From an optimization exercise on the open Yosys and OpenROAD flow, aimed at small area, a short achievable clock period and few clock cycles per item; shortcuts taken in it are not production practice. The RTL was checked by simulation tests, not by an equivalence proof against the original design. Power figures rest on the tool's default switching activity, not on a simulated workload.

$ cat flow/design.v
module line_codec (
    input  wire        clk,
    input  wire        rst,           
    input  wire        cmd_valid,
    output wire        cmd_ready,
    input  wire [15:0] cmd,
    input  wire [7:0]  len,
    input  wire [63:0] line_in,
    input  wire [63:0] data_in,       
    output reg         done,
    output wire [15:0] rsp,
    output reg  [63:0] line_q,
    output reg  [63:0] data_q,
    output reg  [14:0] crc_q,
    output wire [7:0]  enstat_q
);
    genvar i;
    wire [3:0] op  = cmd[3:0];
    wire [1:0] fmt = cmd[5:4];
    wire       lb  = cmd[6];
    wire       rsv_ok = (cmd[15:7] == 9'd0);
    wire is_crc  = rsv_ok && (op == 4'h1);
    wire is_dec  = rsv_ok && (op == 4'h2);
    wire is_enc  = rsv_ok && (op == 4'h3);
    wire is_chk  = rsv_ok && (op == 4'h4);
    wire bad_format = (is_dec && (fmt == 2'd3)) ||
                      (is_enc && ((fmt == 2'd3) || (fmt == 2'd0)));
    wire len_gt8 = (len[7:4] != 4'd0) || (len[3] && (len[2:0] != 3'd0));
    wire len_gt6 = (len[7:3] != 5'd0) || (len[2:0] == 3'd7);
    wire bad_length = is_enc && ((fmt == 2'd1) ? (!lb && len_gt8)
                                               : ((fmt == 2'd2) && len_gt6));
    wire ok_crc  = is_crc && (fmt == 2'd0) && !lb;
    wire ok_dec  = is_dec && (fmt != 2'd3) && !lb;
    wire ok_enc  = is_enc && (fmt[1] ^ fmt[0]) && !(fmt[0] && lb) && !bad_length;
    wire ok_chk  = is_chk && (fmt == 2'd0) && !lb;
    wire bad_param = !(ok_crc || ok_dec || ok_enc || ok_chk);
    wire bad_opc   = bad_param && !bad_format && !bad_length;
    wire sel_d  = cmd[2] || (cmd[1] && cmd[0]);             
    wire sel_u  = !(cmd[0] || cmd[2] || cmd[4] || cmd[5]);  
    wire sel_lh = !cmd[2] && !(cmd[1] && cmd[0]);           
    wire sel_ll = !cmd[2] && (cmd[0] ? !cmd[1]              
                                     : (cmd[4] || cmd[5]));
    wire sel_lb = sel_d && fmt[1];                          
    wire [7:0] keep = {len[3],
                       len[3] || (len[2] && len[1] && len[0]),
                       len[3] || (len[2] && len[1]),
                       len[3] || (len[2] && (len[1] || len[0])),
                       len[3] || len[2],
                       len[3] || len[2] || (len[1] && len[0]),
                       len[3] || len[2] || len[1],
                       len[3] || len[2] || len[1] || len[0]};
    wire [7:0] sel_dk = {8{cmd[2]}} | ({8{cmd[1] && cmd[0]}} & keep);
    wire [63:0] opnd_d;
    generate
        for (i = 0; i < 48; i = i + 1) begin : g_opl
            lc_ao222 u_op (.a(line_in[i]), .sa(sel_ll),
                           .b(line_in[i + 15]), .sb(sel_u),
                           .c(data_in[i]), .sc(sel_dk[i / 8]),
                           .y(opnd_d[i]));
        end
        for (i = 48; i < 63; i = i + 1) begin : g_oph
            lc_ao22 u_op (.a(line_in[i]), .sa(sel_lh),
                          .b(data_in[i]), .sb(sel_dk[i / 8]),
                          .y(opnd_d[i]));
        end
    endgenerate
    lc_ao222 u_op63 (.a(line_in[63]), .sa(sel_lh),
                     .b(lb), .sb(sel_lb),
                     .c(data_in[63]), .sc(sel_dk[7]),
                     .y(opnd_d[63]));
    wire [2:0] cls_d = ok_crc ? 3'd1 :
                       ok_dec ? {1'b0, 2'd2} + {1'b0, fmt} :
                       ok_enc ? (fmt[1] ? 3'd6 : 3'd5) :
                       ok_chk ? 3'd7 : 3'd0;
    wire [1:0] cause_d = bad_length ? 2'd3 :
                         bad_format ? 2'd2 :
                         bad_opc    ? 2'd1 : 2'd0;
    reg  [63:0] opnd;
    reg         a_v;                        
    reg  [2:0]  a_cls;
    reg  [1:0]  a_cause;
    always @(posedge clk) begin
        a_v     <= cmd_valid && !rst;
        opnd    <= opnd_d;
        a_cls   <= cls_d;
        a_cause <= cause_d;
    end
    wire a_crc  = (a_cls == 3'd1);
    wire a_dec  = (a_cls == 3'd2) || (a_cls == 3'd3) || (a_cls == 3'd4);
    wire a_draw = (a_cls == 3'd3);
    wire a_ddes = (a_cls == 3'd4);
    wire a_enc  = (a_cls == 3'd5) || (a_cls == 3'd6);
    wire a_edes = (a_cls == 3'd6);
    wire a_chk  = (a_cls == 3'd7);
    wire a_bp   = (a_cause != 2'd0);
    wire a_c1   = a_cause[1];
    wire a_c0   = a_cause[0];
    wire [63:0] m = {opnd[62:48], opnd[63], opnd[47:0]};
    wire [14:0] syn;
    wire [14:0] crc_v;
    wire t64;
    wire t65;
    wire t66;
    wire t67;
    wire t68;
    wire t69;
    wire t70;
    wire t71;
    wire t72;
    wire t73;
    wire t74;
    wire t75;
    wire t76;
    wire t77;
    wire t78;
    wire t79;
    wire t80;
    wire t81;
    wire t82;
    wire t83;
    wire t84;
    wire t85;
    wire t86;
    wire t87;
    wire t88;
    wire t89;
    wire t90;
    wire t91;
    wire t92;
    wire t93;
    wire t94;
    wire t95;
    wire t96;
    wire t97;
    wire t98;
    wire t99;
    wire t100;
    wire t101;
    wire t102;
    wire t103;
    wire t104;
    wire t105;
    wire t106;
    wire t107;
    wire t108;
    wire t109;
    wire t110;
    wire t111;
    wire t112;
    wire t113;
    wire t114;
    wire t115;
    wire t116;
    wire t117;
    wire t118;
    wire t119;
    wire t120;
    wire t121;
    wire t122;
    wire t123;
    wire t124;
    wire t125;
    wire u0;
    wire u1;
    wire u2;
    wire u3;
    wire u4;
    wire u5;
    wire u6;
    wire u7;
    wire u8;
    wire u9;
    wire u10;
    wire u11;
    wire u12;
    wire u13;
    wire u14;
    wire u15;
    wire u16;
    wire u17;
    wire u18;
    wire u19;
    wire u20;
    wire u21;
    wire u22;
    wire u23;
    wire u24;
    wire u25;
    wire u26;
    wire u27;
    wire u28;
    wire u29;
    wire u30;
    wire u31;
    wire u32;
    wire u33;
    wire u34;
    wire u35;
    wire u36;
    wire u37;
    wire u38;
    wire u39;
    wire u40;
    wire u41;
    wire u42;
    wire u43;
    wire u44;
    wire u45;
    wire u46;
    wire u47;
    wire u48;
    wire u49;
    wire u50;
    wire u51;
    wire u52;
    wire u53;
    wire u54;
    wire u55;
    wire u56;
    wire u57;
    wire u58;
    wire u59;
    wire u60;
    wire u61;
    wire u62;
    wire u63;
    wire u64;
    wire u65;
    wire u66;
    wire u67;
    wire u68;
    wire u69;
    wire u70;
    wire u71;
    wire u72;
    wire u73;
    wire u74;
    wire u75;
    wire u76;
    wire u77;
    wire u78;
    wire u79;
    wire u80;
    wire u81;
    wire u82;
    wire u83;
    wire u84;
    wire u85;
    wire u86;
    wire u87;
    wire u88;
    wire u89;
    wire u90;
    wire u91;
    wire u92;
    wire u93;
    wire u94;
    wire u95;
    wire u96;
    wire u97;
    wire u98;
    wire u99;
    wire u100;
    wire u101;
    wire u102;
    wire u103;
    wire u104;
    wire u105;
    wire u106;
    wire u107;
    wire u108;
    wire u109;
    wire u110;
    wire u111;
    wire u112;
    wire u113;
    wire u114;
    wire u115;
    wire u116;
    wire u117;
    wire u118;
    wire u119;
    wire u120;
    lc_xor2 x0 (.a(m[2]), .b(m[11]), .y(t64));
    lc_xor2 x1 (.a(m[12]), .b(m[45]), .y(t65));
    lc_xor2 x2 (.a(m[19]), .b(m[21]), .y(t66));
    lc_xor2 x3 (.a(m[25]), .b(m[30]), .y(t67));
    lc_xor2 x4 (.a(m[43]), .b(m[48]), .y(t68));
    lc_xor2 x5 (.a(m[31]), .b(m[47]), .y(t69));
    lc_xor2 x6 (.a(m[44]), .b(m[46]), .y(t70));
    lc_xor2 x7 (.a(m[22]), .b(m[23]), .y(t71));
    lc_xor2 x8 (.a(m[26]), .b(m[32]), .y(t72));
    lc_xor2 x9 (.a(m[1]), .b(m[10]), .y(t73));
    lc_xor2 x10 (.a(m[24]), .b(m[29]), .y(t74));
    lc_xor2 x11 (.a(m[4]), .b(m[9]), .y(t75));
    lc_xor2 x12 (.a(m[13]), .b(t64), .y(t76));
    lc_xor2 x13 (.a(m[5]), .b(m[40]), .y(t77));
    lc_xor2 x14 (.a(m[6]), .b(t72), .y(t78));
    lc_xor2 x15 (.a(t67), .b(t69), .y(t79));
    lc_xor2 x16 (.a(m[17]), .b(m[28]), .y(t80));
    lc_xor2 x17 (.a(m[18]), .b(m[20]), .y(t81));
    lc_xor2 x18 (.a(m[0]), .b(m[38]), .y(t82));
    lc_xor2 x19 (.a(m[27]), .b(m[41]), .y(t83));
    lc_xor2 x20 (.a(m[39]), .b(t75), .y(t84));
    lc_xor2 x21 (.a(t70), .b(t74), .y(t85));
    lc_xor2 x22 (.a(t66), .b(t71), .y(t86));
    lc_xor2 x23 (.a(t65), .b(t68), .y(t87));
    lc_xor2 x24 (.a(m[16]), .b(m[42]), .y(t88));
    lc_xor2 x25 (.a(m[3]), .b(m[14]), .y(t89));
    lc_xor2 x26 (.a(m[8]), .b(t73), .y(t90));
    lc_xor2 x27 (.a(t79), .b(t85), .y(t91));
    lc_xor2 x28 (.a(m[33]), .b(m[36]), .y(t92));
    lc_xor2 x29 (.a(m[11]), .b(m[35]), .y(t93));
    lc_xor2 x30 (.a(m[37]), .b(t82), .y(t94));
    lc_xor2 x31 (.a(m[15]), .b(t77), .y(t95));
    lc_xor2 x32 (.a(m[5]), .b(t81), .y(t96));
    lc_xor2 x33 (.a(m[6]), .b(t89), .y(t97));
    lc_xor2 x34 (.a(t83), .b(t88), .y(t98));
    lc_xor2 x35 (.a(m[34]), .b(t80), .y(t99));
    lc_xor2 x36 (.a(t76), .b(t78), .y(t100));
    lc_xor2 x37 (.a(t84), .b(t86), .y(t101));
    lc_xor2 x38 (.a(m[3]), .b(m[37]), .y(t102));
    lc_xor2 x39 (.a(m[13]), .b(m[25]), .y(t103));
    lc_xor2 x40 (.a(m[38]), .b(m[39]), .y(t104));
    lc_xor2 x41 (.a(m[7]), .b(m[31]), .y(t105));
    lc_xor2 x42 (.a(m[32]), .b(m[46]), .y(t106));
    lc_xor2 x43 (.a(m[12]), .b(m[15]), .y(t107));
    lc_xor2 x44 (.a(m[19]), .b(m[36]), .y(t108));
    lc_xor2 x45 (.a(m[21]), .b(m[22]), .y(t109));
    lc_xor2 x46 (.a(m[18]), .b(m[23]), .y(t110));
    lc_xor2 x47 (.a(m[1]), .b(m[43]), .y(t111));
    lc_xor2 x48 (.a(t77), .b(t81), .y(t112));
    lc_xor2 x49 (.a(m[4]), .b(t107), .y(t113));
    lc_xor2 x50 (.a(t83), .b(t92), .y(t114));
    lc_xor2 x51 (.a(t74), .b(t106), .y(t115));
    lc_xor2 x52 (.a(m[33]), .b(t73), .y(t116));
    lc_xor2 x53 (.a(t80), .b(t93), .y(t117));
    lc_xor2 x54 (.a(t90), .b(t96), .y(t118));
    lc_xor2 x55 (.a(t70), .b(t113), .y(t119));
    lc_xor2 x56 (.a(t87), .b(t90), .y(t120));
    lc_xor2 x57 (.a(t87), .b(t97), .y(t121));
    lc_xor2 x58 (.a(t78), .b(t105), .y(t122));
    lc_xor2 x59 (.a(t76), .b(t95), .y(t123));
    lc_xor2 x60 (.a(m[17]), .b(t94), .y(t124));
    lc_xor2 x61 (.a(t91), .b(t100), .y(t125));
    lc_xor2 x62 (.a(m[20]), .b(m[27]), .y(u0));
    lc_xor2 x63 (.a(m[29]), .b(m[49]), .y(u1));
    lc_xor2 x64 (.a(m[7]), .b(t64), .y(u2));
    lc_xor2 x65 (.a(t66), .b(t75), .y(u3));
    lc_xor2 x66 (.a(u0), .b(u1), .y(u4));
    lc_xor2 x67 (.a(t116), .b(u2), .y(u5));
    lc_xor2 x68 (.a(u3), .b(u4), .y(u6));
    lc_xor2 x69 (.a(t121), .b(t124), .y(u7));
    lc_xor2 x70 (.a(u5), .b(u6), .y(u8));
    lc_xor2 x71 (.a(u7), .b(u8), .y(syn[0]));
    lc_xor2 x72 (.a(m[28]), .b(m[30]), .y(u9));
    lc_xor2 x73 (.a(m[34]), .b(m[3]), .y(u10));
    lc_xor2 x74 (.a(m[50]), .b(m[7]), .y(u11));
    lc_xor2 x75 (.a(t104), .b(t109), .y(u12));
    lc_xor2 x76 (.a(u10), .b(u11), .y(u13));
    lc_xor2 x77 (.a(u9), .b(t76), .y(u14));
    lc_xor2 x78 (.a(u12), .b(u13), .y(u15));
    lc_xor2 x79 (.a(t118), .b(t119), .y(u16));
    lc_xor2 x80 (.a(u14), .b(u15), .y(u17));
    lc_xor2 x81 (.a(u16), .b(u17), .y(syn[1]));
    lc_xor2 x82 (.a(m[16]), .b(m[29]), .y(u18));
    lc_xor2 x83 (.a(m[35]), .b(m[51]), .y(u19));
    lc_xor2 x84 (.a(m[8]), .b(t65), .y(u20));
    lc_xor2 x85 (.a(t69), .b(t77), .y(u21));
    lc_xor2 x86 (.a(u18), .b(u19), .y(u22));
    lc_xor2 x87 (.a(t76), .b(t97), .y(u23));
    lc_xor2 x88 (.a(u20), .b(u21), .y(u24));
    lc_xor2 x89 (.a(u22), .b(t101), .y(u25));
    lc_xor2 x90 (.a(u23), .b(u24), .y(u26));
    lc_xor2 x91 (.a(u25), .b(u26), .y(syn[2]));
    lc_xor2 x92 (.a(m[30]), .b(m[45]), .y(u27));
    lc_xor2 x93 (.a(m[52]), .b(t111), .y(u28));
    lc_xor2 x94 (.a(u27), .b(t114), .y(u29));
    lc_xor2 x95 (.a(t115), .b(t86), .y(u30));
    lc_xor2 x96 (.a(t94), .b(u28), .y(u31));
    lc_xor2 x97 (.a(t123), .b(u29), .y(u32));
    lc_xor2 x98 (.a(u30), .b(u31), .y(u33));
    lc_xor2 x99 (.a(u32), .b(u33), .y(syn[3]));
    lc_xor2 x100 (.a(m[0]), .b(m[10]), .y(u34));
    lc_xor2 x101 (.a(m[11]), .b(m[45]), .y(u35));
    lc_xor2 x102 (.a(m[53]), .b(m[7]), .y(u36));
    lc_xor2 x103 (.a(t68), .b(u34), .y(u37));
    lc_xor2 x104 (.a(u35), .b(u36), .y(u38));
    lc_xor2 x105 (.a(t98), .b(t99), .y(u39));
    lc_xor2 x106 (.a(u37), .b(u38), .y(u40));
    lc_xor2 x107 (.a(t101), .b(t91), .y(u41));
    lc_xor2 x108 (.a(u39), .b(u40), .y(u42));
    lc_xor2 x109 (.a(u41), .b(u42), .y(syn[4]));
    lc_xor2 x110 (.a(m[42]), .b(m[54]), .y(u43));
    lc_xor2 x111 (.a(t71), .b(t72), .y(u44));
    lc_xor2 x112 (.a(u43), .b(t112), .y(u45));
    lc_xor2 x113 (.a(t117), .b(u44), .y(u46));
    lc_xor2 x114 (.a(t120), .b(t91), .y(u47));
    lc_xor2 x115 (.a(u45), .b(u46), .y(u48));
    lc_xor2 x116 (.a(u47), .b(u48), .y(syn[5]));
    lc_xor2 x117 (.a(m[55]), .b(m[9]), .y(u49));
    lc_xor2 x118 (.a(t110), .b(t66), .y(u50));
    lc_xor2 x119 (.a(u49), .b(t114), .y(u51));
    lc_xor2 x120 (.a(t87), .b(u50), .y(u52));
    lc_xor2 x121 (.a(u51), .b(u52), .y(u53));
    lc_xor2 x122 (.a(t125), .b(u53), .y(syn[6]));
    lc_xor2 x123 (.a(m[42]), .b(m[56]), .y(u54));
    lc_xor2 x124 (.a(t109), .b(t111), .y(u55));
    lc_xor2 x125 (.a(t75), .b(t82), .y(u56));
    lc_xor2 x126 (.a(u54), .b(t99), .y(u57));
    lc_xor2 x127 (.a(u55), .b(u56), .y(u58));
    lc_xor2 x128 (.a(u57), .b(u58), .y(u59));
    lc_xor2 x129 (.a(t125), .b(u59), .y(syn[7]));
    lc_xor2 x130 (.a(m[44]), .b(m[57]), .y(u60));
    lc_xor2 x131 (.a(t93), .b(u60), .y(u61));
    lc_xor2 x132 (.a(t78), .b(t79), .y(u62));
    lc_xor2 x133 (.a(t96), .b(u61), .y(u63));
    lc_xor2 x134 (.a(t101), .b(t124), .y(u64));
    lc_xor2 x135 (.a(u62), .b(u63), .y(u65));
    lc_xor2 x136 (.a(u64), .b(u65), .y(syn[8]));
    lc_xor2 x137 (.a(m[24]), .b(m[27]), .y(u66));
    lc_xor2 x138 (.a(m[48]), .b(m[58]), .y(u67));
    lc_xor2 x139 (.a(t104), .b(t65), .y(u68));
    lc_xor2 x140 (.a(t73), .b(t92), .y(u69));
    lc_xor2 x141 (.a(u66), .b(u67), .y(u70));
    lc_xor2 x142 (.a(t112), .b(t86), .y(u71));
    lc_xor2 x143 (.a(u68), .b(u69), .y(u72));
    lc_xor2 x144 (.a(u70), .b(t122), .y(u73));
    lc_xor2 x145 (.a(u71), .b(u72), .y(u74));
    lc_xor2 x146 (.a(u73), .b(u74), .y(syn[9]));
    lc_xor2 x147 (.a(m[40]), .b(m[41]), .y(u75));
    lc_xor2 x148 (.a(m[59]), .b(t103), .y(u76));
    lc_xor2 x149 (.a(t71), .b(t82), .y(u77));
    lc_xor2 x150 (.a(t89), .b(u75), .y(u78));
    lc_xor2 x151 (.a(t115), .b(t84), .y(u79));
    lc_xor2 x152 (.a(t99), .b(u76), .y(u80));
    lc_xor2 x153 (.a(u77), .b(u78), .y(u81));
    lc_xor2 x154 (.a(t120), .b(u79), .y(u82));
    lc_xor2 x155 (.a(u80), .b(u81), .y(u83));
    lc_xor2 x156 (.a(u82), .b(u83), .y(syn[10]));
    lc_xor2 x157 (.a(m[14]), .b(m[26]), .y(u84));
    lc_xor2 x158 (.a(m[35]), .b(m[41]), .y(u85));
    lc_xor2 x159 (.a(m[42]), .b(m[47]), .y(u86));
    lc_xor2 x160 (.a(m[60]), .b(t110), .y(u87));
    lc_xor2 x161 (.a(t67), .b(u84), .y(u88));
    lc_xor2 x162 (.a(u85), .b(u86), .y(u89));
    lc_xor2 x163 (.a(t116), .b(t84), .y(u90));
    lc_xor2 x164 (.a(t85), .b(u87), .y(u91));
    lc_xor2 x165 (.a(u88), .b(u89), .y(u92));
    lc_xor2 x166 (.a(t123), .b(u90), .y(u93));
    lc_xor2 x167 (.a(u91), .b(u92), .y(u94));
    lc_xor2 x168 (.a(u93), .b(u94), .y(syn[11]));
    lc_xor2 x169 (.a(m[10]), .b(m[24]), .y(u95));
    lc_xor2 x170 (.a(m[26]), .b(m[34]), .y(u96));
    lc_xor2 x171 (.a(m[61]), .b(t108), .y(u97));
    lc_xor2 x172 (.a(t64), .b(u95), .y(u98));
    lc_xor2 x173 (.a(u96), .b(t79), .y(u99));
    lc_xor2 x174 (.a(t95), .b(t98), .y(u100));
    lc_xor2 x175 (.a(u97), .b(u98), .y(u101));
    lc_xor2 x176 (.a(t121), .b(u100), .y(u102));
    lc_xor2 x177 (.a(u101), .b(u99), .y(u103));
    lc_xor2 x178 (.a(u102), .b(u103), .y(syn[12]));
    lc_xor2 x179 (.a(m[20]), .b(m[62]), .y(u104));
    lc_xor2 x180 (.a(t102), .b(t103), .y(u105));
    lc_xor2 x181 (.a(t68), .b(u104), .y(u106));
    lc_xor2 x182 (.a(t117), .b(t98), .y(u107));
    lc_xor2 x183 (.a(u105), .b(u106), .y(u108));
    lc_xor2 x184 (.a(t119), .b(t122), .y(u109));
    lc_xor2 x185 (.a(u107), .b(u108), .y(u110));
    lc_xor2 x186 (.a(u109), .b(u110), .y(syn[13]));
    lc_xor2 x187 (.a(m[0]), .b(m[28]), .y(u111));
    lc_xor2 x188 (.a(m[44]), .b(m[47]), .y(u112));
    lc_xor2 x189 (.a(m[48]), .b(m[63]), .y(u113));
    lc_xor2 x190 (.a(m[9]), .b(t102), .y(u114));
    lc_xor2 x191 (.a(t108), .b(t88), .y(u115));
    lc_xor2 x192 (.a(u111), .b(u112), .y(u116));
    lc_xor2 x193 (.a(u113), .b(u114), .y(u117));
    lc_xor2 x194 (.a(u115), .b(u116), .y(u118));
    lc_xor2 x195 (.a(t100), .b(t118), .y(u119));
    lc_xor2 x196 (.a(u117), .b(u118), .y(u120));
    lc_xor2 x197 (.a(u119), .b(u120), .y(syn[14]));
    lc_xor2 x198 (.a(syn[0]), .b(m[49]), .y(crc_v[0]));
    lc_xor2 x199 (.a(syn[1]), .b(m[50]), .y(crc_v[1]));
    lc_xor2 x200 (.a(syn[2]), .b(m[51]), .y(crc_v[2]));
    lc_xor2 x201 (.a(syn[3]), .b(m[52]), .y(crc_v[3]));
    lc_xor2 x202 (.a(syn[4]), .b(m[53]), .y(crc_v[4]));
    lc_xor2 x203 (.a(syn[5]), .b(m[54]), .y(crc_v[5]));
    lc_xor2 x204 (.a(syn[6]), .b(m[55]), .y(crc_v[6]));
    lc_xor2 x205 (.a(syn[7]), .b(m[56]), .y(crc_v[7]));
    lc_xor2 x206 (.a(syn[8]), .b(m[57]), .y(crc_v[8]));
    lc_xor2 x207 (.a(syn[9]), .b(m[58]), .y(crc_v[9]));
    lc_xor2 x208 (.a(syn[10]), .b(m[59]), .y(crc_v[10]));
    lc_xor2 x209 (.a(syn[11]), .b(m[60]), .y(crc_v[11]));
    lc_xor2 x210 (.a(syn[12]), .b(m[61]), .y(crc_v[12]));
    lc_xor2 x211 (.a(syn[13]), .b(m[62]), .y(crc_v[13]));
    lc_xor2 x212 (.a(syn[14]), .b(m[63]), .y(crc_v[14]));
    wire        crc_ok = (syn == 15'd0);
    wire        ones   = &opnd;
    wire [2:0]  a_cnt  = (opnd[15:0]  == 16'hA5A5) +
                         (opnd[31:16] == 16'h5A5A) +
                         (opnd[47:32] == 16'hA5A5) +
                         (opnd[63:48] == 16'h5A5A);
    wire        mm     = a_ddes && !ones && !crc_ok;
    assign cmd_ready = 1'b1;
    reg [5:0] rsp_r;                        
    reg [3:0] enstat_r;
    assign rsp      = {8'd0, rsp_r[5:4], rsp_r[3], 1'b0, rsp_r[2:1], rsp_r[3], rsp_r[0]};
    assign enstat_q = {4'd0, enstat_r};
    reg rst_q;
    always @(posedge clk) rst_q <= rst;
    wire go      = a_v && !rst_q;
    wire wr_crc  = go && a_crc;
    wire dlo_early = go && a_dec && (!a_ddes || ones);
    wire dlo_chk   = go && a_ddes && !ones;
    wire wr_dlo  = dlo_early || (dlo_chk && crc_ok);
    wire wr_dhi  = go && a_draw;
    wire wr_line = go && a_enc;
    wire wr_lraw = go && a_enc && !a_edes;
    wire wr_ldes = go && a_edes;
    wire wr_chk  = go && a_chk;
    wire ho_crc  = !rst_q && !wr_crc;
    wire ho_dlo  = !rst_q && !dlo_early && !(dlo_chk && crc_ok);
    wire ho_dhi  = !rst_q && !wr_dhi;
    wire ho_line = !rst_q && !wr_line;
    wire [14:0] crc_d;
    wire [63:0] data_d, line_d;
    generate
        for (i = 0; i < 15; i = i + 1) begin : g_crc
            lc_ao22 u_c (.a(crc_v[i]), .sa(wr_crc), .b(crc_q[i]), .sb(ho_crc),
                         .y(crc_d[i]));
            lc_ao222 u_lc (.a(opnd[48 + i]), .sa(wr_lraw), .b(crc_v[i]), .sb(wr_ldes),
                           .c(line_q[48 + i]), .sc(ho_line), .y(line_d[48 + i]));
        end
        for (i = 0; i < 48; i = i + 1) begin : g_lo
            lc_ao22 u_d (.a(opnd[i]), .sa(wr_dlo), .b(data_q[i]), .sb(ho_dlo),
                         .y(data_d[i]));
            lc_ao22 u_l (.a(opnd[i]), .sa(wr_line), .b(line_q[i]), .sb(ho_line),
                         .y(line_d[i]));
        end
        for (i = 48; i < 64; i = i + 1) begin : g_dh
            lc_ao22 u_d (.a(opnd[i]), .sa(wr_dhi), .b(data_q[i]), .sb(ho_dhi),
                         .y(data_d[i]));
        end
    endgenerate
    lc_ao22 u_l63 (.a(opnd[63]), .sa(wr_line), .b(line_q[63]), .sb(ho_line),
                   .y(line_d[63]));
    wire [5:0] rsp_n = {a_dec && !mm && opnd[63],               
                        a_ddes && ones,                         
                        mm,                                     
                        a_c1, a_c0,                             
                        a_bp};                                  
    always @(posedge clk) begin
        done     <= a_v && !rst;
        rsp_r    <= rst_q ? 6'd0 : (a_v ? rsp_n : rsp_r);
        enstat_r <= rst_q ? 4'd0 : (a_v && a_chk ? {(a_cnt != 3'd0), a_cnt} : enstat_r);
        crc_q    <= crc_d;
        data_q   <= data_d;
        line_q   <= line_d;
    end
endmodule
module lc_xor2 (
    input  wire a,
    input  wire b,
    output wire y
);
    assign y = a ^ b;
endmodule
module lc_ao22 (
    input  wire a,
    input  wire sa,
    input  wire b,
    input  wire sb,
    output wire y
);
    assign y = (a & sa) | (b & sb);
endmodule
module lc_ao222 (
    input  wire a,
    input  wire sa,
    input  wire b,
    input  wire sb,
    input  wire c,
    input  wire sc,
    output wire y
);
    assign y = (a & sa) | (b & sb) | (c & sc);
endmodule
$ cat flow/flow/run.sh
#!/bin/bash
# Standard ORFS layout, with the port buffers made from the smallest buffer
# cell, a clock tree of clkbuf_8 (clusters of up to 16 sinks) without dummy loads, and the
# timing repair aimed at a setup slack of MARGIN ns at the 9 ns clock.
set -euo pipefail
MARGIN=$(cat flow/margin.txt)
bash standard.sh \
  BUFFER_PORTS_ARGS="-buffer_cell sky130_fd_sc_hd__buf_1" \
  CTS_ARGS="-sink_clustering_enable -repair_clock_nets -dont_use_dummy_load -buf_list {sky130_fd_sc_hd__clkbuf_8} -sink_clustering_size 16 -sink_clustering_max_diameter 50" \
  SETUP_SLACK_MARGIN=$MARGIN \
  finish > standard.log 2>&1
$ cat flow/flow/margin.txt
5.7
$ cat flow/standard.sh
#!/bin/bash
# synth_recipe.tcl (not shown) runs the flow's synth.tcl, then flattens the netlist and writes it again
# the make line also repeats each setting of config.mk as NAME=value (left out here)
make -C /OpenROAD-flow-scripts/flow DESIGN_CONFIG=/design/flow/config.mk WORK_HOME=/design/flow/orfs CLKGATE_MAP_FILE= SYNTH_SCRIPT=/design/flow/synth_recipe.tcl "${@:-finish}"
$ cat flow/config.mk
export PLATFORM = sky130hd
export DESIGN_NAME = line_codec
export DESIGN_NICKNAME = line_codec
export VERILOG_FILES = /design/flow/design.v
export SDC_FILE = /design/flow/constraint.sdc
export NUM_CORES = 4
export LEC_CHECK = 0
export ABC_CLOCK_PERIOD_IN_PS = 3000
export CAP_MARGIN = 20
export CORE_MARGIN = 2
export CORE_UTILIZATION = 45
export SLEW_MARGIN = 20
export SYNTH_HIERARCHICAL = 1
export SYNTH_MINIMUM_KEEP_SIZE = 0
$ cat flow/constraint.sdc
create_clock -name core_clock -period 9.0 [get_ports {clk}]
set_input_delay 1.8000 -clock core_clock [delete_from_list [all_inputs] [get_ports {clk}]]
set_output_delay 1.8000 -clock core_clock [all_outputs]
set_load 0.01 [all_outputs]
==> metrics.cfg, run 1 <==
[timing]
fmax_mhz=301
period_share_pct=36.9
hold_violations=0
fin_crit_ps=3320
final-max-slew-violation-count=0
fin_skew_ps=86.4
rsz0062_at_grt=yes
layout_setup_ws_ps=5680
setup_violations=0
tns_ps=0
worst_pin_slew_ps=1020
relSlewSlack_pct=31.9

[synth]
synth_top_flop_cell=dfxtp_1
synth_cell_types=44
synth_edf_count=0
async_flop_share_pct=0
synth-seq-cells=225
seq_area_frac_synth_pct=46.9
synthCells=886
syn_area_per_cell_um2=10.8
syn-cell-area_um2=9610
yosysWarnings=7

[placed_design]
preCtsSetupSlack_ps=5110
placedCellCount=1473
hpwl_mm=26.6
routabilityCongestion=0.927
port_buffers=309

[routing]
vias_per_cell=5.76
ant_nets=0
routed_wl_mm=36.3
firstDrtPassIters=13
wire_per_inst_um=24.2
drc=0
num_vias=8648
drt_iter0_drc=1077

[cts]
cts_tree=yes
cts.clk_slew.worst_paths_ps=90
root_buffer=clkbuf_8
cts_hold_buf=0
h-tree-depth=1
clock_latency_ps=560
cts_buffer_depth=3
cts-buffers-inserted=20
cts.sinks=225

[die]
core-area_um2=21000
die_y_um=150
die_x_um=150
io_pins=324
die_area_um2=22500
initial_core_util_pct=45.8
row_count=53

[finish]
insertedDiodeCount=0
final-seq-area_um2=4580
drive_gt1_share_pct=11.2
multi_input_area_um2=5170
area_delta_synth_final_pct=24.9
fill_cells=1940
finalNonFillerCells=1502
nets=1391
finish.utilization_pct=57.3

[worst_hold_path]
hp-class=flip-flop to flip-flop
hold_depth=1
hold_end=line_q[30]
min_from=line_q[30]

[power]
p_int_mw=1.63
powerDensity_nw_per_um2=230
ir_worst_vdd_uv=125
power.total_mw=2.76
power_frac_seq_pct=41.3
power.switching_mw=1.13
switching_share_pct=41.0
p_leak_nw=4.90
p_comb_share_pct=40.1
clkPwrFrac_pct=18.6

[critical_path]
reg2regPathDepth=12
reg2reg_to=data_q[31]
max_stage_delay_ps=650
r2r-start=opnd[48]
crit_top_cell=xor2_1
crit_required_ps=9450
crit_path_cell_trace=xor2_1, xor2_1, xor2_1, xor2_1, xor2_1, nor4_1, nand4_1, and3_1, nor3_4, buf_4, buf_12, a22o_1
endpoint_kind=flip-flop
crit_family=XOR/XNOR gates
regToRegSetupSlack_ps=5680
cpMaxStageDelayCell=dfxtp_1
path_max_fanout=24
critPathLaunchType=flip-flop
critPathKind=flip-flop to flip-flop
crit_arrival_ps=3770
path_buf_inv=2

[global_routing]
grt_pass1_vias=8238
grt_pass1_wl_mm=51.2
antenna_found_initial=0
grt_overflow=0
grt_max_degree=51
track_usage_pct=30.5

[job]
maxCapViolCount=0

[status]
outcome=complete, no violations

[kinds of logic (layout without fill, tap and decap cells)]
| kind of cell | Yosys count | count (layout) | share of synthesized area, % |
|---|---|---|---|
| compound gates | 230 | 231 | 21.5 |
| simple gates | 107 | 107 | 6.17 |
| flops | 225 | 225 | 46.9 |
| other cells | 2 | 14 | 0.0782 |
| xor+xnor | 214 | 214 | 19.5 |
| buf+inv | 96 | 424 | 4.34 |
| mux | 5 | 5 | 0.521 |
| fa+ha+maj | 7 | 7 | 0.990 |
[per-module statistics from Yosys, one instance, submodules excluded]
module,flip-flops and latches,copies in the design
line_codec,225,1
lc_xor2,0,213
lc_ao222,0,64
lc_ao22,0,143
[worst max path at each step]
stage,start,to,cells after the start
3_5_place_dp,cmd[0],opnd[5],5
6_report,opnd[48],data_q[31],12
4_1_cts,opnd[42],data_q[20],11
3_3_place_gp,cmd[0],opnd[5],5
2_1_floorplan,cmd[0],opnd[0],4
5_1_grt,opnd[48],data_q[31],12
[through the flow]
| stage | cell area (um^2) | hold slack [ps] |
|---|---|---|
| floorplan | 9840 | 465 |
| global placement | 11300 | 454 |
| detailed placement | 11300 | 456 |
| CTS | 11700 | 474 |
| global route | 12000 | 487 |
| finish | 12000 | 478 |
[cell usage in the layout (no fill, tap or decap), drive strengths merged, types with 2 or more instances in the layout]
cell	Yosys	final
a22o	143	143
dfxtp	225	225
nand3	5	5
a311oi	3	3
clkbuf	4	23
ha	6	6
xor2	213	213
a21oi	4	5
conb	2	14
nand3b	2	2
mux2i	5	5
nor2	26	26
a221o	2	2
a211oi	2	2
buf	16	325
nand4	19	19
a222oi	64	64
nor3	16	16
nor4	22	22
a31oi	2	2
nand2	10	10
inv	76	76
[metal layers]
layer	global-route usage, %	share of wire [%]	vias up
met3	5.70	8.7	80
li1	-	-	3951
met2	49.3	47	492
met1	41.3	41	4125
met5	0	0	-
met4	9.62	3.1	0
[flip-flops by register name, indices dropped and copies added, names as in the netlist, 2 cells and up]
signal,count
a_cls,3
opnd,64
rsp_r,6
enstat_r,4
line_q,64
crc_q,15
a_cause,2
data_q,64
[cell type report]
type	count	area share (%)
multi-input cells	578	43.1
clock buffers	20	2.29
repair buffers	328	11.2
flip-flops and latches	225	38.2
well taps	275	2.87
inverters	76	2.38
[power by group through the flow]
stage	Sequential, mW	Combinational [mW]	Clock [mW]
final	1.14	1.11	0.512
after global routing	1.14	1.18	0.561
after CTS	1.13	1.06	0.524
after detailed placement	1.15	1.04	0
after global placement	1.15	1.04	0
after floorplan	1.10	0.777	0
[cell usage after synthesis (2+ instances only)]
master      n  area share [%]
a211oi_1    2            0.16
a21oi_1     4            0.21
a221o_1     2            0.21
a222oi_1   64             6.7
a22o_1    143              13
a311oi_1    3            0.27
a31oi_1     2            0.13
buf_4      15             1.2
clkbuf_1    4            0.16
conb_1      2           0.078
dfxtp_1   225              47
ha_1        6            0.78
inv_1      76             3.0
mux2i_1     5            0.52
nand2_1    10            0.39
nand3_1     4            0.21
nand3b_1    2            0.16
nand4_1    19             1.2
nor2_1     26             1.0
nor3_1     16            0.83
nor4_1     20             1.3
nor4_2      2            0.26
xor2_1    213              19
[what timing repair did]
action                                  CTS  global route
gates cloned                              0             2
endpoints found under the setup margin   74           105
buffers inserted                          2             5
resized for setup                        44            48
pin swaps                                 1             4
Testbench counts, summed over its fixed seeds: cycles 4,808, items 4,800.
==> inputs of run 2 (changes only) <==
--- a/flow/design.v
+++ b/flow/design.v
@@ -512,14 +512,20 @@
     wire wr_crc  = go && a_crc;
     wire dlo_early = go && a_dec && (!a_ddes || ones);
     wire dlo_chk   = go && a_ddes && !ones;
-    wire wr_dlo  = dlo_early || (dlo_chk && crc_ok);
+    wire [3:0] zg;                          
+    lc_nor4 u_zg0 (.a(!dlo_chk), .b(syn[0]),  .c(syn[1]),  .d(syn[2]),  .y(zg[0]));
+    lc_nor4 u_zg1 (.a(syn[3]),   .b(syn[4]),  .c(syn[5]),  .d(syn[6]),  .y(zg[1]));
+    lc_nor4 u_zg2 (.a(syn[7]),   .b(syn[8]),  .c(syn[9]),  .d(syn[10]), .y(zg[2]));
+    lc_nor4 u_zg3 (.a(syn[11]),  .b(syn[12]), .c(syn[13]), .d(syn[14]), .y(zg[3]));
+    wire wr_dlo, ho_dlo;
+    lc_a41o  u_wr (.a(zg), .b(dlo_early), .y(wr_dlo));
+    lc_a41oi u_ho (.a(zg), .b(dlo_early || rst_q), .y(ho_dlo));
     wire wr_dhi  = go && a_draw;
     wire wr_line = go && a_enc;
     wire wr_lraw = go && a_enc && !a_edes;
     wire wr_ldes = go && a_edes;
     wire wr_chk  = go && a_chk;
     wire ho_crc  = !rst_q && !wr_crc;
-    wire ho_dlo  = !rst_q && !dlo_early && !(dlo_chk && crc_ok);
     wire ho_dhi  = !rst_q && !wr_dhi;
     wire ho_line = !rst_q && !wr_line;
     wire [14:0] crc_d;
@@ -585,3 +591,26 @@
 );
     assign y = (a & sa) | (b & sb) | (c & sc);
 endmodule
+module lc_nor4 (
+    input  wire a,
+    input  wire b,
+    input  wire c,
+    input  wire d,
+    output wire y
+);
+    assign y = !(a | b | c | d);
+endmodule
+module lc_a41o (
+    input  wire [3:0] a,
+    input  wire       b,
+    output wire       y
+);
+    assign y = (&a) | b;
+endmodule
+module lc_a41oi (
+    input  wire [3:0] a,
+    input  wire       b,
+    output wire       y
+);
+    assign y = !((&a) | b);
+endmodule
==> flow/flow/margin.txt (replaced) <==
5.9
==> metrics.cfg, run 2 <==
[status]
outcome=complete, no violations

[timing]
fin_skew_ps=26.2  ; -60.2 ps
fin_crit_ps=3030  ; -287 ps
setup_violations=0  ; unchanged
final-max-slew-violation-count=0  ; unchanged
hold_slack_ps=475  ; -2.15 ps
layout_setup_ws_ps=5970  ; +287 ps
rsz0062_at_grt=no
worst_pin_slew_ps=994  ; -24.8 ps
hold_violations=0  ; unchanged
period_share_pct=33.7  ; -3.2 points
relSlewSlack_pct=33.5  ; +1.7 points
fmax_mhz=330  ; +9.4%
tns_ps=0  ; unchanged

[power]
powerDensity_nw_per_um2=259  ; +13%
p_leak_nw=4.97  ; +1.4%
ir_worst_vdd_uv=220  ; +76%
power.total_mw=3.21  ; +16%

[critical_path]
endpoint_kind=flip-flop
critPathKind=flip-flop to flip-flop
crit_required_ps=9420  ; -30 ps
critPathLaunchType=flip-flop
path_max_fanout=48  ; +100%
crit_arrival_ps=3450  ; -320 ps

[finish]
finish.utilization_pct=58.6  ; +1.3 points
fill_cells=1885  ; -2.8%
reg_top3=data_q: 64 flops, line_q: 64 flops, opnd: 64 flops
finalNonFillerCells=1517  ; +1.0%
drive_gt1_share_pct=13.7  ; +2.5 points
mostFrequentLayoutCells=buf_1 (306), dfxtp_1 (182), xor2_1 (158)
fin_area_um2=12400  ; +3.3%
mostFrequentLayoutCell=buf_1
nets=1405  ; +1.0%
area_delta_synth_final_pct=26.9

[die]
die_y_um=151  ; +0.82%
io_pins=324  ; unchanged
core-area_um2=21200  ; +0.95%
initial_core_util_pct=46.2  ; +0.34 points
row_count=53  ; unchanged
die_area_um2=22900  ; +1.6%
die_x_um=151  ; +0.82%

[synth]
async_flop_share_pct=0  ; unchanged
synth_top_flop_cell=dfxtp_1
synth_area_leader_cell=dfxtp_1
synth_top_area_share_pct=46.1  ; -0.78 points
synth_area_leaders=dfxtp_1 (46%), xor2_1 (19%), a22o_1 (13%)
yosysMostFrequentCell=dfxtp_1
yosys-top-cells-count=dfxtp_1 (225), xor2_1 (213), a22o_1 (143)
syn-cell-area_um2=9770  ; +1.7%
syn_area_per_cell_um2=10.9  ; +0.56%
synthCells=896  ; +1.1%
synth_edf_count=0  ; unchanged
synth_cell_types=48  ; +9.1%
seq_area_frac_synth_pct=46.1  ; -0.78 points
synth-seq-cells=225  ; unchanged
yosysWarnings=7  ; unchanged

[global_routing]
grt_use_met1_pct=41.4  ; +0.16 points
antenna_found_initial=3  ; +3
grt_pass1_vias=8635  ; +4.8%
grtUsageMet3_pct=6.78  ; +1.1 points
busiest_layer=met2
track_usage_pct=31.9  ; +1.4 points
grt_use_met2_pct=52.6  ; +3.3 points
grt_pass1_wl_mm=53.8  ; +4.9%
grt_max_degree=55  ; +7.8%
grt_overflow=0  ; unchanged

[placed_design]
preCtsSetupSlack_ps=4820  ; -286 ps
hpwl_mm=26.3  ; -1.3%
placed_area_um2=11300  ; +0.48%
port_buffers=309  ; unchanged
placedCellCount=1481  ; +0.54%
routabilityCongestion=0.955  ; +3.1%

[routing]
firstDrtPassIters=9  ; -4
num_vias=8939  ; +3.4%
drt_iter0_drc=1027  ; -4.6%
vias_per_cell=5.89  ; +2.3%
drc=0  ; unchanged
routed_wl_mm=37.8  ; +4.0%
ant_nets=0  ; unchanged
wire_per_inst_um=24.9  ; +3.0%

[cts]
cts.sinks=225  ; unchanged
clock_latency_ps=540  ; -20 ps
cts.clk_slew.worst_paths_ps=90  ; about the same
cts_buffer_depth=3  ; unchanged
cts-buffers-inserted=20  ; unchanged
root_buffer=clkbuf_8
h-tree-depth=1  ; unchanged
cts_tree=yes

[worst_hold_path]
hp-class=flip-flop to flip-flop

[job]
maxCapViolCount=0  ; unchanged

[run 2: final timing paths]
| check | slack [ps] | to | cells after the start | start |
|---|---|---|---|---|
| hold reg to reg | 480 | data_q[1] | 1 | data_q[1] |
| setup reg to reg | 5970 | data_q[19] | 10 | opnd[38] |
| setup / recovery | 5970 | data_q[19] | 10 | opnd[38] |
| hold / removal | 480 | data_q[1] | 1 | data_q[1] |
[run 2: power by group]
| group | internal, mW | switching (mW) | total, mW |
|---|---|---|---|
| clock network | 0.199 | 0.319 | 0.519 |
| logic | 0.533 | 1.01 | 1.55 |
| registers | 1.03 | 0.112 | 1.14 |
| total | 1.76 | 1.44 | 3.21 |
[run 2: logic make-up after synthesis]
| kind of cell | share of synthesized area (%) |
|---|---|
| and+or+nand+nor | 7.26 |
| DFF | 46.1 |
| adders and majority gates | 0.973 |
| muxes | 0.512 |
| buffers and inverters | 4.07 |
| other | 0.0769 |
| xor gates and xnor gates | 19.1 |
| AOI/OAI and AO/OA | 21.9 |
[run 2: Yosys stat by module, one instance, submodules excluded]
module	area, um^2	times used
lc_ao22	8.76	143
lc_a41o	10.0	1
line_codec	5690	1
lc_xor2	8.76	213
lc_nor4	12.5	4
lc_a41oi	16.3	1
lc_ao222	13.8	64
[run 2: critical path: stages (launching register included)]
cell     delay (ps)
dfxtp_2         460
xor2_2          290
xor2_1          360
xor2_2          250
xor2_1          250
xor2_2          160
nor4_4          280
buf_4           240
a41oi_4         140
buf_12          200
a22o_1          220
[run 2: layout make-up]
type / instances / area (um^2) / share of cell area, %
diodes: 1 / 2.50 / 0.0202
clock buffers: 20 / 275 / 2.22
inverters: 70 / 263 / 2.12
multi-input cells: 596 / 5600 / 45.2
flip-flops and latches: 225 / 4560 / 36.8
well taps: 275 / 344 / 2.78
repair buffers: 330 / 1350 / 10.9
[run 2: metal layers]
metal	part of all wire (%)	up-vias	wire length, um
li1	-	4000	-
met1	39	4270	14800
met2	48	582	18000
met3	9.8	85	3690
met4	3.4	2	1270
met5	0.040	-	15
[run 2: what timing repair did]
item / CTS / global route
setup buffers: 9 / 1
cloned: 4 / 0
endpoints found under the setup margin: 158 / 112
hold buffers: 0 / 0
gates resized for setup: 68 / 58
pin swaps: 8 / 4
Testbench counts of run 2, summed over its fixed seeds: cycles 4,808, items 4,800.
==> inputs of run 3 (changes only) <==
==> flow/flow/run.sh (replaced) <==
#!/bin/bash
# Standard ORFS layout, with the port buffers made from the smallest buffer
# cell, a clock tree of clkbuf_8 (clusters of up to 12 sinks) without dummy loads, and the
# timing repair aimed at a setup slack of MARGIN ns at the 9 ns clock.
set -euo pipefail
MARGIN=$(cat flow/margin.txt)
bash standard.sh \
  BUFFER_PORTS_ARGS="-buffer_cell sky130_fd_sc_hd__buf_1" \
  CTS_ARGS="-sink_clustering_enable -repair_clock_nets -dont_use_dummy_load -buf_list {sky130_fd_sc_hd__clkbuf_8} -sink_clustering_size 12 -sink_clustering_max_diameter 40" \
  SETUP_SLACK_MARGIN=$MARGIN \
  finish > standard.log 2>&1
==> metrics.cfg, run 3 <==
[critical_path]
critPathLaunchType=flip-flop
crit_arrival_ps=3500  ; +50 ps
path_max_fanout=48  ; unchanged
critPathKind=flip-flop to flip-flop
crit_path_cell_trace=xor2_1, xor2_1, xor2_1, xor2_1, xor2_2, nor4_4, buf_4, a41oi_4, buf_12, a22o_1
cpMaxStageDelayCell=dfxtp_1
path_buf_inv=2  ; unchanged
crit_required_ps=9440  ; +20 ps
r2r-start=opnd[56]
regToRegSetupSlack_ps=5940  ; -30 ps
max_stage_delay_ps=650  ; +190 ps
reg2regPathDepth=10  ; unchanged
endpoint_kind=flip-flop
crit_top_cell=xor2_1
reg2reg_to=data_q[46]
crit_family=XOR/XNOR gates

[placed_design]
placedCellCount=1481  ; unchanged
port_buffers=309  ; unchanged
hpwl_mm=26.3  ; unchanged
routabilityCongestion=0.955  ; unchanged

[synth]
async_flop_share_pct=0  ; unchanged
synth_edf_count=0  ; unchanged
synth_top_area_share_pct=46.1  ; unchanged
synth_cell_types=48  ; unchanged
yosysMostFrequentCell=dfxtp_1
yosysWarnings=7  ; unchanged
yosys-top-cells-count=dfxtp_1 (225), xor2_1 (213), a22o_1 (143)
synth_area_leader_cell=dfxtp_1
synth_area_leaders=dfxtp_1 (46%), xor2_1 (19%), a22o_1 (13%)
syn_area_per_cell_um2=10.9  ; unchanged
synthCells=896  ; unchanged
synth_top_flop_cell=dfxtp_1
synth-seq-cells=225  ; unchanged
syn-cell-area_um2=9770  ; unchanged
seq_area_frac_synth_pct=46.1  ; unchanged

[job]
maxCapViolCount=0  ; unchanged

[routing]
num_vias=9001  ; +0.69%
drc=0  ; unchanged
firstDrtPassIters=9  ; unchanged
routed_wl_mm=37.5  ; -0.63%
ant_nets=0  ; unchanged
wire_per_inst_um=24.6  ; -1.2%
vias_per_cell=5.90  ; about the same
drt_iter0_drc=902  ; -12%

[global_routing]
track_usage_pct=31.5  ; -0.34 points
grt_overflow=0  ; unchanged
grt_pass1_wl_mm=53.5  ; -0.55%
grt_max_degree=55  ; unchanged
antenna_found_initial=2  ; -1
grt_pass1_vias=8628  ; -0.081%

[cts]
root_buffer=clkbuf_8
h-tree-depth=1  ; unchanged
cts.sinks=225  ; unchanged
cts-buffers-inserted=30  ; +50%
clock_latency_ps=590  ; +50 ps
cts_tree=yes
cts.clk_slew.worst_paths_ps=80  ; about the same
cts_buffer_depth=3  ; unchanged

[timing]
rsz0062_at_grt=yes
fmax_mhz=327  ; -0.88%
final-max-slew-violation-count=0  ; unchanged
tns_ps=0  ; unchanged
period_share_pct=34.0  ; +0.30 points
worst_pin_slew_ps=1030  ; +39.0 ps
setup_violations=0  ; unchanged
hold_violations=0  ; unchanged
fin_skew_ps=68.5  ; +42.2 ps
fin_crit_ps=3060  ; +27.0 ps
relSlewSlack_pct=30.9  ; -2.6 points

[worst_hold_path]
hold_depth=1  ; unchanged
hp-class=flip-flop to flip-flop
min_from=crc_q[6]
hold_end=crc_q[6]

[finish]
mostFrequentLayoutCells=buf_1 (306), dfxtp_1 (181), xor2_1 (163)
finalNonFillerCells=1526  ; +0.59%
reg_top3=data_q: 64 flops, line_q: 64 flops, opnd: 64 flops
mostFrequentLayoutCell=buf_1
nets=1415  ; +0.71%
area_delta_synth_final_pct=27.4
drive_gt1_share_pct=14.0  ; +0.29 points
finish.utilization_pct=58.8  ; +0.27 points
insertedDiodeCount=0  ; -1

[power]
ir_worst_vdd_uv=198  ; -10%
powerDensity_nw_per_um2=264  ; +2.1%
p_leak_nw=5.03  ; +1.2%

[die]
die_area_um2=22900  ; unchanged
row_count=53  ; unchanged
initial_core_util_pct=46.2  ; unchanged
die_x_um=151  ; unchanged
io_pins=324  ; unchanged
die_y_um=151  ; unchanged
core-area_um2=21200  ; unchanged

[status]
outcome=complete, no violations

-- run 3: cell counts after synthesis --
Identical to the previous run, type by type.
-- run 3: layout make-up --
cell class,instances,area [um^2]
Tap cell,275,344
Clock buffer,30,413
Multi-Input combinational cell,596,5520
Inverter,70,263
Sequential cell,225,4560
Fill cell,1910,8710
Timing Repair Buffer,330,1350
-- run 3: what timing repair did --
action,in CTS,in global routing
hold buffers,0,0
setup buffers,10,0
pin swaps,5,7
resized for setup,42,75
endpoints found under the setup margin,157,106
gates cloned,3,1
-- run 3: worst max path at each step --
| stage | startpoint | end | cells past startpoint |
|---|---|---|---|
| final | opnd[56] | data_q[46] | 10 |
| after global routing | opnd[11] | data_q[44] | 10 |
| after CTS | opnd[3] | data_q[44] | 10 |
| after detailed placement | cmd[0] | opnd[53] | 6 |
| after global placement | cmd[0] | opnd[55] | 6 |
| after floorplan | cmd[0] | opnd[0] | 5 |
-- run 3: report_power, final --
part	total [mW]	leakage (nW)	switching (mW)	internal, mW
Combinational	1.51	2.97	0.994	0.520
Clock	0.636	0.216	0.343	0.293
Sequential	1.14	1.84	0.110	1.03
-- run 3: kinds of logic after synthesis --
| kind of cell | share of synthesized area, % |
|---|---|
| AOI/OAI and AO/OA | 21.9 |
| DFF | 46.1 |
| xor gates and xnor gates | 19.1 |
| and+or+nand+nor | 7.26 |
| buffers and inverters | 4.07 |
| adders and majority gates | 0.973 |
| muxes | 0.512 |
| other | 0.0769 |
-- run 3: stage by stage --
step | power [mW] | cell area, um^2 | hold WS [ps] | worst slack, ps
final | 3.29 | 12400 | 471 | 5940
after global routing | 3.43 | 12400 | 476 | 5840
after CTS | 3.18 | 12100 | 470 | 5790
after detailed placement | 2.29 | 11300 | 454 | 4820
after global placement | 2.29 | 11300 | 456 | 4920
after floorplan | 1.97 | 9910 | 465 | 5550
-- run 3: layer usage --
layer	track usage, %	part of all wire, %	vias to the layer above
li1	-	-	4031
met1	41.0	40	4320
met2	50.6	47	564
met3	7.41	9.9	84
met4	12.4	3.7	2
met5	0	0.032	-
-- run 3: per-module statistics from Yosys (local to each module, per instance) --
| module | flops+latches | cells inside | times used |
|---|---|---|---|
| line_codec | 225 | 406 | 1 |
| lc_a41oi | 0 | 1 | 1 |
| lc_ao222 | 0 | 2 | 64 |
| lc_nor4 | 0 | 1 | 4 |
| lc_a41o | 0 | 1 | 1 |
| lc_ao22 | 0 | 1 | 143 |
| lc_xor2 | 0 | 1 | 213 |
==> inputs of run 4 (changes only) <==
==> flow/flow/margin.txt (replaced) <==
5.7
==> metrics.cfg, run 4 <==
[routing]
firstDrtPassIters=11  ; +2
drc=0  ; unchanged
vias_per_cell=5.87  ; -0.47%
num_vias=8935  ; -0.73%
drt_iter0_drc=1004  ; +11%
ant_nets=0  ; unchanged
routed_wl_mm=37.0  ; -1.4%
wire_per_inst_um=24.3  ; -1.2%

[synth]
synth_top_area_share_pct=46.1  ; unchanged
synth_top_flop_cell=dfxtp_1
synth-seq-cells=225  ; unchanged
async_flop_share_pct=0  ; unchanged
synth_area_leader_cell=dfxtp_1
yosys-top-cells-count=dfxtp_1 (225), xor2_1 (213), a22o_1 (143)
yosysMostFrequentCell=dfxtp_1
seq_area_frac_synth_pct=46.1  ; unchanged
synth_edf_count=0  ; unchanged
synth_cell_types=48  ; unchanged
yosysWarnings=7  ; unchanged
syn-cell-area_um2=9770  ; unchanged
synthCells=896  ; unchanged
syn_area_per_cell_um2=10.9  ; unchanged
synth_area_leaders=dfxtp_1 (46%), xor2_1 (19%), a22o_1 (13%)

[critical_path]
reg2reg_to=data_q[12]
path_max_fanout=12  ; -75%
regToRegSetupSlack_ps=5740  ; -200 ps
reg2regPathDepth=9  ; -1
critPathKind=flip-flop to flip-flop
r2r-start=opnd[16]
endpoint_kind=flip-flop
crit_required_ps=9500  ; +60 ps
critPathLaunchType=flip-flop
crit_arrival_ps=3760  ; +260 ps

[global_routing]
grt_overflow=0  ; unchanged
grt_pass1_wl_mm=53.3  ; -0.31%
grt_pass1_vias=8613  ; -0.17%
track_usage_pct=31.5  ; -0.072 points
antenna_found_initial=0  ; -2
grt_max_degree=52  ; -5.5%

[worst_hold_path]
hold_depth=1  ; unchanged
hp-class=flip-flop to flip-flop
hold_end=line_q[63]
min_from=line_q[63]

[cts]
cts.clk_slew.worst_paths_ps=70  ; about the same
root_buffer=clkbuf_8
cts_tree=yes
cts_buffer_depth=3  ; unchanged
cts-buffers-inserted=30  ; unchanged
h-tree-depth=1  ; unchanged
clock_latency_ps=580  ; about the same
cts_hold_buf=0  ; unchanged
cts.sinks=225  ; unchanged

[power]
ir_worst_vdd_uv=164  ; -17%
powerDensity_nw_per_um2=267  ; +0.92%
p_leak_nw=4.97  ; -1.1%

[die]
core-area_um2=21200  ; unchanged
die_y_um=151  ; unchanged
io_pins=324  ; unchanged
die_x_um=151  ; unchanged
row_count=53  ; unchanged
initial_core_util_pct=46.2  ; unchanged
die_area_um2=22900  ; unchanged

[timing]
setup_violations=0  ; unchanged
tns_ps=0  ; unchanged
worst_pin_slew_ps=1070  ; +35.7 ps
rsz0062_at_grt=yes
fin_skew_ps=58.3  ; -10.1 ps
fmax_mhz=307  ; -6.2%
fin_crit_ps=3260  ; +201 ps
final-max-slew-violation-count=0  ; unchanged
hold_slack_ps=468  ; -2.80 ps
period_share_pct=36.2  ; +2.2 points
hold_violations=0  ; unchanged
relSlewSlack_pct=28.5  ; -2.4 points

[status]
outcome=complete, no violations

[finish]
final-seq-area_um2=4530  ; -0.66%
drive_gt1_share_pct=10.2  ; -3.8 points
mostFrequentLayoutCells=buf_1 (307), dfxtp_1 (205), xor2_1 (179)
reg_top3=data_q: 64 flops, line_q: 64 flops, opnd: 64 flops
insertedDiodeCount=0  ; unchanged
area_delta_synth_final_pct=24.7
nets=1411  ; -0.28%
mostFrequentLayoutCell=buf_1
multi_input_area_um2=5320  ; -3.7%
fill_cells=1939  ; +1.5%

[placed_design]
port_buffers=309  ; unchanged
hpwl_mm=26.5  ; +0.73%
routabilityCongestion=0.926  ; -3.0%

[job]
maxCapViolCount=0  ; unchanged

==> run 4: cell counts after synthesis <==
Identical to the previous run, type by type.
==> run 4: layer usage <==
layer	vias to the layer above	track usage [%]	wire length, um
li1	4022	-	-
met1	4268	41.0	14500
met2	563	51.3	17500
met3	82	7.14	3840
met4	0	11.0	1200
met5	-	0	0
==> run 4: what timing repair did <==
item	4_1_cts	5_1_grt
setup buffers	7	0
gates resized for setup	28	39
pin swaps	6	2
endpoints found under the setup margin	79	82
gates cloned	3	0
==> run 4: where the power goes <==
group	internal, mW	total, mW	switching, mW	leakage, nW
sequential	1.03	1.14	0.106	1.84
combinational	0.500	1.49	0.991	2.92
clock	0.292	0.623	0.331	0.216
==> run 4: cell families after synthesis <==
family	after synthesis	share of synthesized area, %
and+or+nand+nor	117	7.26
AOI/OAI and AO/OA	236	21.9
adders and majority gates	7	0.973
other	2	0.0769
xor gates and xnor gates	213	19.1
muxes	5	0.512
buffers and inverters	91	4.07
DFF	225	46.1
==> run 4: layout make-up <==
type | instances | area share [%]
well taps | 275 | 2.83
flip-flops and latches | 225 | 37.2
clock buffers | 30 | 3.39
multi-input cells | 595 | 43.7
repair buffers | 327 | 10.7
inverters | 70 | 2.16
==> run 4: worst max-delay path, cell delays in order, from the launching register on <==
cell     delay (ps)
dfxtp_1         570
xor2_1          390
xor2_2          320
xor2_1          250
xor2_1          310
xor2_2          170
nor4_4          340
buf_4           220
a41o_2          440
a22o_1          200
==> run 4: Yosys stat by module (local to each module, per instance) <==
module,flops+latches,times used
lc_a41o,0,1
lc_a41oi,0,1
lc_ao222,0,64
line_codec,225,1
lc_ao22,0,143
lc_nor4,0,4
lc_xor2,0,213
==> run 4: worst max-delay path by stage <==
stage	from	endpoint	slack (ps)	depth (start not counted)
after floorplan	cmd[0]	opnd[0]	5550	5
after global placement	cmd[2]	opnd[52]	4900	6
after detailed placement	cmd[2]	opnd[52]	4800	6
after CTS	opnd[43]	data_q[24]	5700	10
after global routing	opnd[4]	data_q[44]	5670	10
final	opnd[16]	data_q[12]	5740	9
==> run 4: metrics by stage <==
step	instance area [um^2]	cells	utilization (%)	power [mW]	setup WS, ps
2_1_floorplan	9900	908	-	1.97	5550
3_3_place_gp	11300	1482	53.5	2.30	4900
3_5_place_dp	11300	1482	53.5	2.30	4800
4_1_cts	12000	1522	56.7	3.17	5700
5_1_grt	12200	1522	57.6	3.39	5670
6_report	12200	1522	57.6	3.25	5740
==> inputs of run 5 (changes only) <==
==> flow/flow/margin.txt (replaced) <==
6.1
==> metrics.cfg, run 5 <==
[synth]
synth_area_leaders=dfxtp_1 (46%), xor2_1 (19%), a22o_1 (13%)
async_flop_share_pct=0  ; unchanged
synth_top_flop_cell=dfxtp_1
yosysWarnings=7  ; unchanged
synthCells=896  ; unchanged
synth_top_area_share_pct=46.1  ; unchanged
synth_edf_count=0  ; unchanged
syn-cell-area_um2=9770  ; unchanged
syn_area_per_cell_um2=10.9  ; unchanged
synth_area_leader_cell=dfxtp_1
yosysMostFrequentCell=dfxtp_1
synth-seq-cells=225  ; unchanged
yosys-top-cells-count=dfxtp_1 (225), xor2_1 (213), a22o_1 (143)
seq_area_frac_synth_pct=46.1  ; unchanged
synth_cell_types=48  ; unchanged

[critical_path]
crit_path_cell_trace=xor2_4, xor2_1, xor2_1, xor2_1, xor2_2, nor4_4, buf_6, a41oi_4, buf_12, clkbuf_16, a22o_1
critPathLaunchType=flip-flop
reg2reg_to=data_q[9]
regToRegSetupSlack_ps=5820  ; +80 ps
max_stage_delay_ps=430  ; -140 ps
crit_required_ps=9440  ; -60 ps
path_buf_inv=3  ; +2
crit_arrival_ps=3620  ; -140 ps
r2r-start=opnd[10]
crit_top_cell=xor2_1
critPathKind=flip-flop to flip-flop
crit_family=XOR/XNOR gates
cpMaxStageDelayCell=dfxtp_4
reg2regPathDepth=11  ; +2
endpoint_kind=flip-flop
path_max_fanout=8  ; -4

[finish]
area_delta_synth_final_pct=44.4
drive_gt1_share_pct=35.2  ; +25 points
nets=1478  ; +4.7%
mostFrequentLayoutCell=buf_1
fill_cells=1708  ; -12%
mostFrequentLayoutCells=buf_1 (187), a22o_1 (143), xor2_1 (127)
reg_top3=data_q: 64 flops, line_q: 64 flops, opnd: 64 flops
finalNonFillerCells=1591  ; +4.5%

[cts]
cts_buffer_depth=3  ; unchanged
root_buffer=clkbuf_8
clock_latency_ps=580  ; about the same
cts-buffers-inserted=30  ; unchanged
cts_hold_buf=0  ; unchanged
h-tree-depth=1  ; unchanged
cts.clk_slew.worst_paths_ps=70  ; about the same
cts_tree=yes
cts.sinks=225  ; unchanged

[die]
io_pins=324  ; unchanged
row_count=53  ; unchanged
die_x_um=151  ; unchanged
initial_core_util_pct=46.2  ; unchanged
core-area_um2=21200  ; unchanged
die_area_um2=22900  ; unchanged
die_y_um=151  ; unchanged

[placed_design]
port_buffers=309  ; unchanged
placedCellCount=1480  ; -0.13%
hpwl_mm=26.4  ; -0.28%
routabilityCongestion=0.930  ; +0.45%

[timing]
hold_violations=0  ; unchanged
hold_slack_ps=463  ; -4.43 ps
fin_crit_ps=3180  ; -84.4 ps
tns_ps=0  ; unchanged
period_share_pct=35.3  ; -0.94 points
relSlewSlack_pct=32.7  ; +4.2 points
worst_pin_slew_ps=1010  ; -62.7 ps
fmax_mhz=315  ; +2.7%
final-max-slew-violation-count=0  ; unchanged
setup_violations=0  ; unchanged
fin_skew_ps=43.5  ; -14.9 ps
rsz0062_at_grt=yes

[routing]
vias_per_cell=6.02  ; +2.5%
wire_per_inst_um=26.0  ; +7.0%
routed_wl_mm=41.4  ; +12%
firstDrtPassIters=13  ; +2
drt_iter0_drc=1124  ; +12%
ant_nets=0  ; unchanged
num_vias=9570  ; +7.1%
drc=0  ; unchanged

[global_routing]
grt_max_degree=51  ; -1.9%
grt_overflow=0  ; unchanged
grt_pass1_wl_mm=54.9  ; +3.1%
grt_pass1_vias=8873  ; +3.0%
antenna_found_initial=3  ; +3
track_usage_pct=32.4  ; +0.97 points

[worst_hold_path]
min_from=line_q[9]
hold_depth=1  ; unchanged
hold_end=line_q[9]
hp-class=flip-flop to flip-flop

[power]
ir_worst_vdd_uv=161  ; -1.3%
powerDensity_nw_per_um2=273  ; +2.1%
p_leak_nw=5.98  ; +20%

[job]
maxCapViolCount=0  ; unchanged

[status]
outcome=complete, no violations

run 5: timing repair:
item / CTS / global route
setup endpoints to repair: 181 / 260
setup buffers: 20 / 48
resized for setup: 146 / 243
cloned: 3 / 8
pin swaps: 21 / 50
run 5: per-stage QoR:
step | util (%) | total power [mW] | cell area [um^2] | setup slack (ps)
floorplan | - | 1.99 | 10100 | 5550
global placement | 54.5 | 2.32 | 11500 | 4980
detailed placement | 54.5 | 2.32 | 11500 | 4880
CTS | 60.4 | 3.38 | 12800 | 5950
global route | 66.7 | 3.98 | 14100 | 5860
finish | 66.7 | 3.85 | 14100 | 5820
run 5: routing by layer:
metal | vias up | routed length (um) | part of all wire (%) | global-route usage (%)
li1 | 4151 | - | - | -
met5 | - | 25 | 0.060 | 0
met2 | 637 | 20000 | 48 | 53.9
met3 | 117 | 4370 | 11 | 9.10
met1 | 4661 | 15400 | 37 | 40.9
met4 | 4 | 1600 | 3.9 | 10.2
run 5: worst max path at each step:
stage	cells after the start	slack (ps)	start	endpoint
after CTS	5	5950	cmd[0]	opnd[39]
after global placement	6	4980	cmd[2]	opnd[50]
final	11	5820	opnd[10]	data_q[9]
after floorplan	5	5550	cmd[0]	opnd[0]
after global routing	11	5860	opnd[1]	data_q[25]
after detailed placement	6	4880	cmd[2]	opnd[49]
run 5: cell type report:
class	count	area, um^2	area share (%)
Multi-Input combinational cell	596	6170	43.7
Sequential cell	225	4740	33.6
Timing Repair Buffer	393	2170	15.4
Clock buffer	30	413	2.93
Tap cell	275	344	2.44
Inverter	70	267	1.89
Antenna cell	2	5.00	0.0355
run 5: power breakdown:
part | total, mW | internal, mW | switching [mW]
clock | 0.639 | 0.293 | 0.347
sequential | 1.15 | 1.03 | 0.120
combinational | 2.05 | 0.839 | 1.22
total | 3.85 | 2.16 | 1.68
run 5: modules after synthesis (local to each module, per instance):
module      times used  flops+latches  area (um^2)
line_codec           1            225         5690
lc_a41oi             1              0         16.3
lc_ao222            64              0         13.8
lc_nor4              4              0         12.5
lc_ao22            143              0         8.76
lc_a41o              1              0         10.0
lc_xor2            213              0         8.76
run 5: logic make-up (layout without fill, tap and decap cells):
family                   count (synthesis)  count (layout)  synth area share [%]
flip-flops                             225             225                  46.1
buffers and inverters                   91             493                  4.07
XOR/XNOR                               213             213                  19.1
AND/OR/NAND/NOR                        117             118                  7.26
multiplexers                             5               5                 0.512
adder cells (fa/ha/maj)                  7               7                 0.973
AO/OA/AOI/OAI                          236             239                  21.9
other                                    2              16                0.0769

==> separate check: timing with driven ports <==
How much do the figures lean on ideal ports? The routed layouts below were timed once more, with nothing changed but the port constraints. Step 1 sets driving cells, clkbuf_16 on the clock port and buf_2 on the other inputs (assumed; they add their load-dependent delay and slew). Step 2 times the ports against the registers' clock, not the clock port: input delays grow and output delays shrink by t, the midpoint of the rising clock arrivals with the driver on. Three values: ideal ports, drivers, drivers and shift; two values: the first two.
run	t (ns)	setup slack, ns	hold slack, ns	worst register clock-pin slew, ns	pins driven straight from the clock port
run 1	0.565	5.680 / 5.680 / 5.267	0.478 / 0.478 / 0.478	0.10 / 0.10	1
run 2	0.573	5.966 / 5.966 / 5.452	0.475 / 0.475 / 0.475	0.10 / 0.10	1
run 3	0.601	5.939 / 5.939 / 5.483	0.471 / 0.471 / 0.471	0.08 / 0.08	1
run 4	0.597	5.739 / 5.739 / 5.219	0.468 / 0.468 / 0.468	0.08 / 0.08	1
run 5	0.609	5.823 / 5.823 / 5.550	0.463 / 0.463 / 0.463	0.09 / 0.09	1
After both steps every run listed still meets setup and hold. The setup slack of run 4, which loses most, moves by 0.000 ns with the drivers and by -0.520 ns with both steps.
